This design comes from an exercise in tuning for a short achievable clock period and few clock cycles on the open sky130 flow, not from production work.
Only simulation tests tie the RTL to the original design; equivalence was not proved.
Power is estimated from default activity; no workload was simulated.

==> 02-18 <==
==> flow/design.v (excerpt) <==
module ptd (
    input  wire        clk,
    input  wire        rst,           
    input  wire [7:0]  reg_addr,      
    input  wire        reg_we,
    input  wire [31:0] reg_wdata,
    output reg  [31:0] reg_rdata,
    input  wire [31:0] rom_size,
    input  wire [31:0] pix_size,
    input  wire [31:0] pkd_size,
    output reg         rom_req,
    output reg  [31:0] rom_addr,
    input  wire        rom_ack,
    input  wire [7:0]  rom_rdata,
    output reg         pix_req,
    output reg         pix_we,
    output reg  [31:0] pix_addr,
    output reg  [7:0]  pix_wdata,
    input  wire        pix_ack,
    input  wire [7:0]  pix_rdata,
    output reg         pkd_req,
    output reg  [31:0] pkd_addr,
    output reg  [7:0]  pkd_wdata,
    input  wire        pkd_ack,
    output wire        busy
);
==> flow/config.mk <==
export PLATFORM = sky130hd
export DESIGN_NAME = ptd
export DESIGN_NICKNAME = ptd
export VERILOG_FILES = /design/flow/design.v
export SDC_FILE = /design/flow/constraint.sdc
export NUM_CORES = 4
export LEC_CHECK = 0
export CAP_MARGIN = 20
export CORE_MARGIN = 2
export CORE_UTILIZATION = 40
export SLEW_MARGIN = 20
==> flow/constraint.sdc <==
create_clock -name core_clock -period 12.0 [get_ports {clk}]
set_input_delay 2.4000 -clock core_clock [delete_from_list [all_inputs] [get_ports {clk}]]
set_output_delay 2.4000 -clock core_clock [all_outputs]
set_load 0.01 [all_outputs]
standard.sh (not shown) runs the stock make flow with config.mk's settings and CLKGATE_MAP_FILE= SYNTH_SCRIPT=/design/flow/synth_recipe.tcl, a recipe that flattens the netlist after the stock synthesis.
==> flow/flow/run.sh <==
#!/bin/bash
set -euo pipefail
bash standard.sh SETUP_SLACK_MARGIN=6 finish > standard_flow.log 2>&1
==> inputs of 04-11, as changes to 02-18 <==
--- a/flow/design.v
+++ b/flow/design.v
@@ -150,17 +150,16 @@
         else if (!settled)
             settle <= settle + 2'd1;
     end
     reg [1:0]  mstate;
     reg [2:0]  op;
     reg [3:0]  fstate;
     reg [32:0] fF;               
     reg [33:0] fEnd;             
-    reg [32:0] ftaddr;           
     reg [3:0]  fb;               
     reg [7:0]  f_even;           
     reg [15:0] fcx, fcy;
     reg [1:0]  fkq, fmq;
     reg [31:0] fmap_idx;
     reg [7:0]  fid16, fid4, ftid;
     reg        fdone, pf;
     reg [3:0]  pf_code;
@@ -334,17 +333,22 @@
             endcase
         end
     end
     wire f_last_cx = (fcx == gw_m1);
     wire f_last_cy = (fcy == gh_m1);
     wire f_rec_oob = fEnd > {2'b0, rom_size};
     wire f_take    = (fstate == FS_RECC) && !f_rec_oob && (space >= 5'd8);
     wire f_push    = (fstate == FS_RECR) && rom_ack && fb[0];
-    wire t_oob     = ftaddr >= {1'b0, rom_size};
+    wire [31:0] t_base = (fstate == FS_MAPA) ? r_mapbase :
+                         (fstate == FS_B16A) ? r_b16base : r_b4base;
+    wire [31:0] t_off  = (fstate == FS_MAPA) ? fmap_idx :
+                         (fstate == FS_B16A) ? {22'd0, fid16, fkq} : {22'd0, fid4, fmq};
+    wire [32:0] t_sum  = {1'b0, t_base} + {1'b0, t_off};
+    wire t_oob     = t_sum >= {1'b0, rom_size};
     reg [33:0] i_end;
     reg        i_ok;
     reg [1:0]  src_age;
     always @(posedge clk) begin
         i_end <= {2'b0, r_src} + 34'd16;
         i_ok  <= (i_end <= {2'b0, rom_size});
         if (rst || srst || (host_wr && wa == 6'h08))
             src_age <= 2'd0;
@@ -436,38 +440,26 @@
                                             fstate <= FS_MAPA;
                                         end
                                     end
                                 end
                             end
                         end
                     end
                 end
-                FS_MAPA: begin
-                    ftaddr <= {1'b0, r_mapbase} + {1'b0, fmap_idx};
-                    fstate <= FS_MAPC;
-                end
-                FS_B16A: begin
-                    ftaddr <= {1'b0, r_b16base} + {23'd0, fid16, fkq};
-                    fstate <= FS_B16C;
-                end
-                FS_B4A: begin
-                    ftaddr <= {1'b0, r_b4base} + {23'd0, fid4, fmq};
-                    fstate <= FS_B4C;
-                end
-                FS_MAPC, FS_B16C, FS_B4C: begin
+                FS_MAPA, FS_B16A, FS_B4A: begin
                     if (t_oob) begin
                         pf      <= 1'b1;
                         pf_code <= F_ROMBOUNDS;
-                        pf_info <= ftaddr[31:0];
+                        pf_info <= t_sum[31:0];
                         fstate  <= FS_STOP;
                     end else begin
                         rom_req  <= 1'b1;
-                        rom_addr <= ftaddr[31:0];
-                        fstate   <= fstate + 4'd1;
+                        rom_addr <= t_sum[31:0];
+                        fstate   <= fstate + 4'd2;
                     end
                 end
                 FS_MAPR: begin
                     if (rom_ack) begin
                         fid16   <= rom_rdata;
                         rom_req <= 1'b0;
                         fstate  <= FS_B16A;
                     end
@@ -489,17 +481,18 @@
                 FS_TID: begin
                     if (ftid < r_tbias) begin
                         pf      <= 1'b1;
                         pf_code <= F_IDUNDER;
                         pf_info <= {24'd0, ftid};
                         fstate  <= FS_STOP;
                     end else begin
                         fF     <= {1'b0, r_tsbase} + {21'd0, ftid - r_tbias, 4'd0};
-                        fstate <= FS_RECA;
+                        fEnd   <= {2'b0, r_tsbase} + {21'd0, {1'b0, ftid - r_tbias} + 9'd1, 4'd0};
+                        fstate <= FS_RECC;
                     end
                 end
                 default: ;
             endcase
         end
         if (rst) begin
             fstate  <= FS_IDLE;
             rom_req <= 1'b0;
==> flow/flow/run.sh (replaced) <==
#!/bin/bash
set -euo pipefail
bash standard.sh SETUP_SLACK_MARGIN=6 MAX_REPAIR_ANTENNAS_ITER_DRT=20 finish > standard_flow.log 2>&1
==> flow/config.mk (replaced) <==
export PLATFORM = sky130hd
export DESIGN_NAME = ptd
export DESIGN_NICKNAME = ptd
export VERILOG_FILES = /design/flow/design.v
export SDC_FILE = /design/flow/constraint.sdc
export NUM_CORES = 4
export LEC_CHECK = 0
export CAP_MARGIN = 20
export CORE_MARGIN = 2
export CORE_UTILIZATION = 55
export SLEW_MARGIN = 20
==> inputs of 10-24, as changes to 02-18 <==
--- a/flow/design.v
+++ b/flow/design.v
@@ -98,29 +98,30 @@
     end
     wire [5:0] wa      = reg_addr[7:2];
     wire host_wr = reg_we && !st_busy && (reg_addr[1:0] == 2'b00);
     wire srst    = host_wr && (wa == 6'h01) && reg_wdata[0];
     wire cmd_wr  = host_wr && (wa == 6'h02) && !st_fault;
     wire [7:0] wop = reg_wdata[7:0];
     wire w_illegal = (reg_wdata[31:8] != 24'd0) || (wop == 8'd0) || (wop > 8'd5);
     wire m_start = cmd_wr && !w_illegal && (wop != 8'd1);
-    reg [1:0] settle;
-    wire settled = (settle == 2'd3);
+    reg [2:0] settle;
+    wire settled = settle[2];
     reg        s1_pitch_bad, s1_bad_dt, s1_bad_co, s1_bad_as, s1_grid_zero, s1_nz;
     reg [35:0] s1_pp0, s1_pp1, s1_pp2, s1_pp3;      
     reg [32:0] s1_x;                                
     reg [32:0] s1_rhs;                              
     reg [14:0] s1_rb;                               
     reg [18:0] s2_kp0, s2_kp1, s2_kp2, s2_kp3;      
     reg [32:0] s1_room;                             
     reg [31:0] s1_p8m8, s1_p16p16;
     reg [39:0] s2_sa, s2_sb;
     reg [48:0] s3_lhs;                              
     reg [30:0] s3_pklen;                            
+    reg        s4_pix_bad, s4_pk_bad, s4_pk_zero;
     wire [14:0] rbc = vw[15:2] + {14'd0, |vw[1:0]};
     always @(posedge clk) begin
         s1_pitch_bad <= pitch < {16'd0, vw};
         s1_bad_dt    <= (vw < 16'd8) || (vh < 16'd8);
         s1_bad_co    <= ({gw, 3'b0} > {3'b0, vw}) || ({gh, 3'b0} > {3'b0, vh});
         s1_bad_as    <= ({gw, 5'b0} > {5'b0, vw}) || ({gh, 5'b0} > {5'b0, vh});
         s1_grid_zero <= (gw == 16'd0) || (gh == 16'd0);
         s1_nz        <= (vw != 16'd0) && (vh != 16'd0);
@@ -138,22 +139,26 @@
         s2_sb        <= {4'd0, s1_pp2} + {s1_pp3, 4'd0};
         s2_kp0       <= vh[3:0]   * s1_rb;
         s2_kp1       <= vh[7:4]   * s1_rb;
         s2_kp2       <= vh[11:8]  * s1_rb;
         s2_kp3       <= vh[15:12] * s1_rb;
         s3_lhs       <= {16'd0, s1_x} + {9'd0, s2_sa} + {1'b0, s2_sb, 8'd0};
         s3_pklen     <= {12'd0, s2_kp0} + {8'd0, s2_kp1, 4'd0}
                       + {4'd0, s2_kp2, 8'd0} + {s2_kp3, 12'd0};
+        s4_pix_bad   <= s1_nz && (s3_lhs > {16'd0, s1_rhs});
+        s4_pk_bad    <= (s3_pklen != 31'd0) &&
+                        (s1_room[32] || ({2'b0, s3_pklen} > s1_room));
+        s4_pk_zero   <= (s3_pklen == 31'd0);
     end
     always @(posedge clk) begin
         if (rst || srst || (host_wr && wa != 6'h02))
-            settle <= 2'd0;
+            settle <= 3'd0;
         else if (!settled)
-            settle <= settle + 2'd1;
+            settle <= settle + 3'd1;
     end
     reg [1:0]  mstate;
     reg [2:0]  op;
     reg [3:0]  fstate;
     reg [32:0] fF;               
     reg [33:0] fEnd;             
     reg [32:0] ftaddr;           
     reg [3:0]  fb;               
@@ -191,29 +196,25 @@
     reg [7:0]  pq [0:3];
     reg [1:0]  pq_wp, pq_rp;
     reg [2:0]  pq_cnt;
     reg [31:0] pk_ptr;
     wire geo_bad = s1_pitch_bad
                  || (op == OP_DTILE    && s1_bad_dt)
                  || (op == OP_COMPOSE  && s1_bad_co)
                  || (op == OP_ASSEMBLE && s1_bad_as);
-    wire s4_pix_bad = s1_nz && (s3_lhs > {16'd0, s1_rhs});
-    wire s4_pk_zero = (s3_pklen == 31'd0);
-    wire s4_pk_bad  = !s4_pk_zero && (s1_room[32] || ({2'b0, s3_pklen} > s1_room));
     wire pkb_bad = (op == OP_PACK) && s4_pk_bad;
     wire ok_empty = (op == OP_PACK) ? s4_pk_zero
                                     : ((op != OP_DTILE) && s1_grid_zero);
     wire wait_end = settled && (geo_bad || s4_pix_bad || pkb_bad || ok_empty);
     wire go_run   = (mstate == M_WAIT) && settled && !wait_end && (op != OP_PACK);
     wire go_pack  = (mstate == M_WAIT) && settled && !wait_end && (op == OP_PACK);
     wire w_adv  = !pix_req || pix_ack;
     wire w_rb   = (rb_cnt != 3'd0);
-    wire w_run  = (mstate == M_RUN) || go_run;
-    wire w_pop  = w_run && w_adv && !w_rb && (fcnt != 5'd0);
+    wire w_pop  = (mstate == M_RUN) && w_adv && !w_rb && (fcnt != 5'd0);
     wire w_idle = w_adv && !w_rb && (fcnt == 5'd0);
     wire run_fault = pf && w_idle;
     wire run_done  = fdone && w_idle;
     wire pq_drain  = (pq_cnt == 3'd0) || (pq_cnt == 3'd1 && pkd_ack);
     wire pk_fault_now = pk_stop && pq_drain;
     wire pk_done_now  = !pk_stop && rd_done && !pr_valid && pq_drain;
     wire m_end = ((mstate == M_WAIT) && wait_end)
               || ((mstate == M_RUN)  && (run_fault || run_done))
@@ -335,46 +336,33 @@
         end
     end
     wire f_last_cx = (fcx == gw_m1);
     wire f_last_cy = (fcy == gh_m1);
     wire f_rec_oob = fEnd > {2'b0, rom_size};
     wire f_take    = (fstate == FS_RECC) && !f_rec_oob && (space >= 5'd8);
     wire f_push    = (fstate == FS_RECR) && rom_ack && fb[0];
     wire t_oob     = ftaddr >= {1'b0, rom_size};
-    reg [33:0] i_end;
-    reg        i_ok;
-    reg [1:0]  src_age;
     always @(posedge clk) begin
-        i_end <= {2'b0, r_src} + 34'd16;
-        i_ok  <= (i_end <= {2'b0, rom_size});
-        if (rst || srst || (host_wr && wa == 6'h08))
-            src_age <= 2'd0;
-        else if (src_age != 2'd2)
-            src_age <= src_age + 2'd1;
-    end
-    wire f_fast = m_start && (wop[2:0] == OP_DTILE || wop[2:0] == OP_COMPOSE)
-                && (src_age == 2'd2) && i_ok;
-    always @(posedge clk) begin
-        if (mstate == M_IDLE) begin
+        if (rst || srst || m_end) begin
+            fstate  <= FS_IDLE;
+            rom_req <= 1'b0;
+        end else if (mstate == M_IDLE) begin
             fF       <= {1'b0, r_src};
             fcx      <= 16'd0;
             fcy      <= 16'd0;
             fkq      <= 2'd0;
             fmq      <= 2'd0;
             fmap_idx <= 32'd0;
             fdone    <= 1'b0;
             pf       <= 1'b0;
-            rom_addr <= r_src;
-            fb       <= 4'd0;
-            rom_req  <= f_fast;
-            fstate   <= !m_start ? FS_IDLE :
-                        f_fast ? FS_RECR :
-                        (wop[2:0] == OP_ASSEMBLE) ? FS_MAPA :
-                        (wop[2:0] == OP_PACK)     ? FS_IDLE : FS_RECA;
+            rom_req  <= 1'b0;
+            if (m_start)
+                fstate <= (wop[2:0] == OP_ASSEMBLE) ? FS_MAPA :
+                          (wop[2:0] == OP_PACK)     ? FS_IDLE : FS_RECA;
         end else begin
             case (fstate)
                 FS_RECA: begin
                     fEnd   <= {1'b0, fF} + 34'd16;
                     fstate <= FS_RECC;
                 end
                 FS_RECC: begin
                     if (f_rec_oob) begin
@@ -495,29 +483,25 @@
                     end else begin
                         fF     <= {1'b0, r_tsbase} + {21'd0, ftid - r_tbias, 4'd0};
                         fstate <= FS_RECA;
                     end
                 end
                 default: ;
             endcase
         end
-        if (rst) begin
-            fstate  <= FS_IDLE;
-            rom_req <= 1'b0;
-        end
     end
     always @(posedge clk) begin
         if (f_push)
             fifo[fwp] <= {~rom_rdata, ~f_even};
         if (mstate == M_IDLE) begin
             fwp   <= 4'd0;
             frp   <= 4'd0;
             fcnt  <= 5'd0;
-            space <= f_fast ? 5'd8 : 5'd16;
+            space <= 5'd16;
         end else begin
             if (f_push) fwp <= fwp + 4'd1;
             if (w_pop)  frp <= frp + 4'd1;
             fcnt  <= fcnt + {4'd0, f_push} - {4'd0, w_pop};
             space <= space - (f_take ? 5'd8 : 5'd0) + {4'd0, w_pop};
         end
     end
     wire [15:0] w_row     = fifo[frp];
@@ -536,20 +520,23 @@
                 nxt_org <= w_last_cx ? (crow_base + p32) : (cell_org + 32'd32);
         end
     end
     wire pq_push = pr_valid && !pk_stop && (pr_data[7:2] == 6'd0)
                  && (pr_x[1:0] == 2'd3 || pr_last);
     wire can_issue = !pk_stop && ({1'b0, pq_cnt} + {3'd0, pq_push} <= 4'd2);
     wire [7:0] pk_byte = acc | ({6'd0, pr_data[1:0]} << {~pr_x[1:0], 1'b0});
     always @(posedge clk) begin
-        if (mstate == M_IDLE) begin
+        if (rst || srst || m_end) begin
+            pix_req  <= 1'b0;
+            pix_we   <= 1'b0;
+            pr_valid <= 1'b0;
+        end else if (mstate == M_IDLE) begin
             pix_req   <= 1'b0;
             pix_we    <= 1'b0;
-            pr_valid  <= 1'b0;
             rb_cnt    <= 3'd0;
             wrow      <= 3'd0;
             cur_org   <= r_vbase;
             cell_org  <= r_vbase;
             crow_base <= r_vbase;
             wcx       <= 16'd0;
             wkq       <= 2'd0;
             wmq       <= 2'd0;
@@ -561,17 +548,17 @@
             q_x      <= 16'd0;
             q_y      <= 16'd0;
             q_xrem   <= vw - 16'd1;
             q_yrem   <= vh - 16'd1;
             rd_done  <= 1'b0;
             pr_valid <= 1'b0;
             pk_stop  <= 1'b0;
             acc      <= 8'd0;
-        end else if (w_run) begin
+        end else if (mstate == M_RUN) begin
             if (w_adv) begin
                 if (w_rb) begin
                     pix_req   <= 1'b1;
                     pix_we    <= 1'b1;
                     pix_wdata <= {6'd0, rb_hi[7], rb_lo[7]};
                     rb_hi     <= {rb_hi[6:0], 1'b0};
                     rb_lo     <= {rb_lo[6:0], 1'b0};
                     rb_cnt    <= rb_cnt - 3'd1;
@@ -648,40 +635,35 @@
                     pk_finfo <= {pr_y, pr_x};
                     pix_req  <= 1'b0;
                 end else if (pq_push)
                     acc <= 8'd0;
                 else
                     acc <= pk_byte;
             end
         end
-        if (rst) begin
-            pix_req  <= 1'b0;
-            pix_we   <= 1'b0;
-            pr_valid <= 1'b0;
-        end
     end
     wire pq_pop = (pq_cnt != 3'd0) && pkd_ack;
     always @* begin
         pkd_req   = (pq_cnt != 3'd0);
         pkd_addr  = pk_ptr;
         pkd_wdata = pq[pq_rp];
     end
     always @(posedge clk) begin
         if (pq_push)
             pq[pq_wp] <= pk_byte;
-        if (go_pack) begin
+        if (rst || srst) begin
+            pq_cnt <= 3'd0;
+        end else if (go_pack) begin
             pq_cnt <= 3'd0;
             pq_wp  <= 2'd0;
             pq_rp  <= 2'd0;
             pk_ptr <= r_pkbase;
         end else begin
             if (pq_push) pq_wp <= pq_wp + 2'd1;
             if (pq_pop) begin
                 pq_rp  <= pq_rp + 2'd1;
                 pk_ptr <= pk_ptr + 32'd1;
             end
             pq_cnt <= pq_cnt + {2'd0, pq_push} - {2'd0, pq_pop};
         end
-        if (rst)
-            pq_cnt <= 3'd0;
     end
 endmodule
==> flow/run.sh (new file) <==
#!/bin/bash
# synth_recipe.tcl (not shown) runs the flow's synth.tcl, then flattens the netlist and writes it again
# the make line also repeats each setting of config.mk as NAME=value (left out here)
make -C /OpenROAD-flow-scripts/flow DESIGN_CONFIG=/design/flow/config.mk WORK_HOME=/design/flow/orfs CLKGATE_MAP_FILE= SYNTH_SCRIPT=/design/flow/synth_recipe.tcl finish
==> flow/config.mk (replaced) <==
export PLATFORM = sky130hd
export DESIGN_NAME = ptd
export DESIGN_NICKNAME = ptd
export VERILOG_FILES = /design/flow/design.v
export SDC_FILE = /design/flow/constraint.sdc
export NUM_CORES = 4
export LEC_CHECK = 0
export CAP_MARGIN = 20
export CORE_MARGIN = 2
export CORE_UTILIZATION = 40
export SETUP_SLACK_MARGIN = 5
export SLEW_MARGIN = 20
removed: flow/flow/run.sh
removed: flow/standard.sh
==> run notes <==
10-24 ran to the end with violations: antenna violations. 04-11 produced a clean layout. 02-18 went through all stages and came out clean. Of 04-11 and 10-24, 10-24 has the higher sequential power (gap about 0.6%, measured against 10-24). Core utilization, lowest first: 10-24, 02-18, 04-11. Die area, highest first: 10-24, 02-18, 04-11. Against 02-18, the register-to-register slack of 10-24 is worse by 0.35 ns. The lowest worst setup slack belongs to 10-24, the highest to 04-11. Design area, highest first: 02-18, 04-11, 10-24. Against 02-18, the fmax of 10-24 is lower by about 1.3%. Of 02-18 and 04-11, 04-11 has the higher non-clock buffer count (gap 119). Of 10-24 and 02-18, 10-24 has the higher sequential share of layout area (gap 0.45 points). The lowest synthesized area belongs to 04-11, the highest to 10-24.
Testbench counts of 02-18, summed over its fixed seeds: cycles 94,864.
Testbench counts of 04-11, summed over its fixed seeds: cycles 94,832.
Testbench counts of 10-24, summed over its fixed seeds: cycles 94,968.

[what the ideal ports hide]
The results above use ideal ports. As a check the final layouts listed here were re-extracted and re-timed, cells and wires unchanged. Step 1 sets driving cells, clkbuf_16 on the clock port and buf_2 on the other inputs (assumed; they add their load-dependent delay and slew). Step 2 times the ports against the registers' clock, not the clock port: input delays grow and output delays shrink by t, the midpoint of the rising clock arrivals with the driver on. a / b / c = ideal ports / drivers / drivers and shift; a / b = the first two.
| run | shift t [ns] | slack for setup (ns) | worst hold slack (ns) | worst setup path at the end | cell pins on the clock port's net |
|---|---|---|---|---|---|
| 02-18 | 1.083 | 5.071 / 4.788 / 4.788 | 0.327 / 0.327 / 0.327 | input to output | 1 |
| 04-11 | 1.038 | 5.133 / 5.046 / 5.046 | 0.300 / 0.300 / 0.300 | input to output | 1 |
| 10-24 | 1.050 | 4.977 / 4.951 / 4.378 | 0.239 / 0.239 / 0.239 | input to register | 1 |
For 10-24, which loses most, drivers alone change the setup slack by -0.026 ns; drivers and shift together by -0.599 ns.
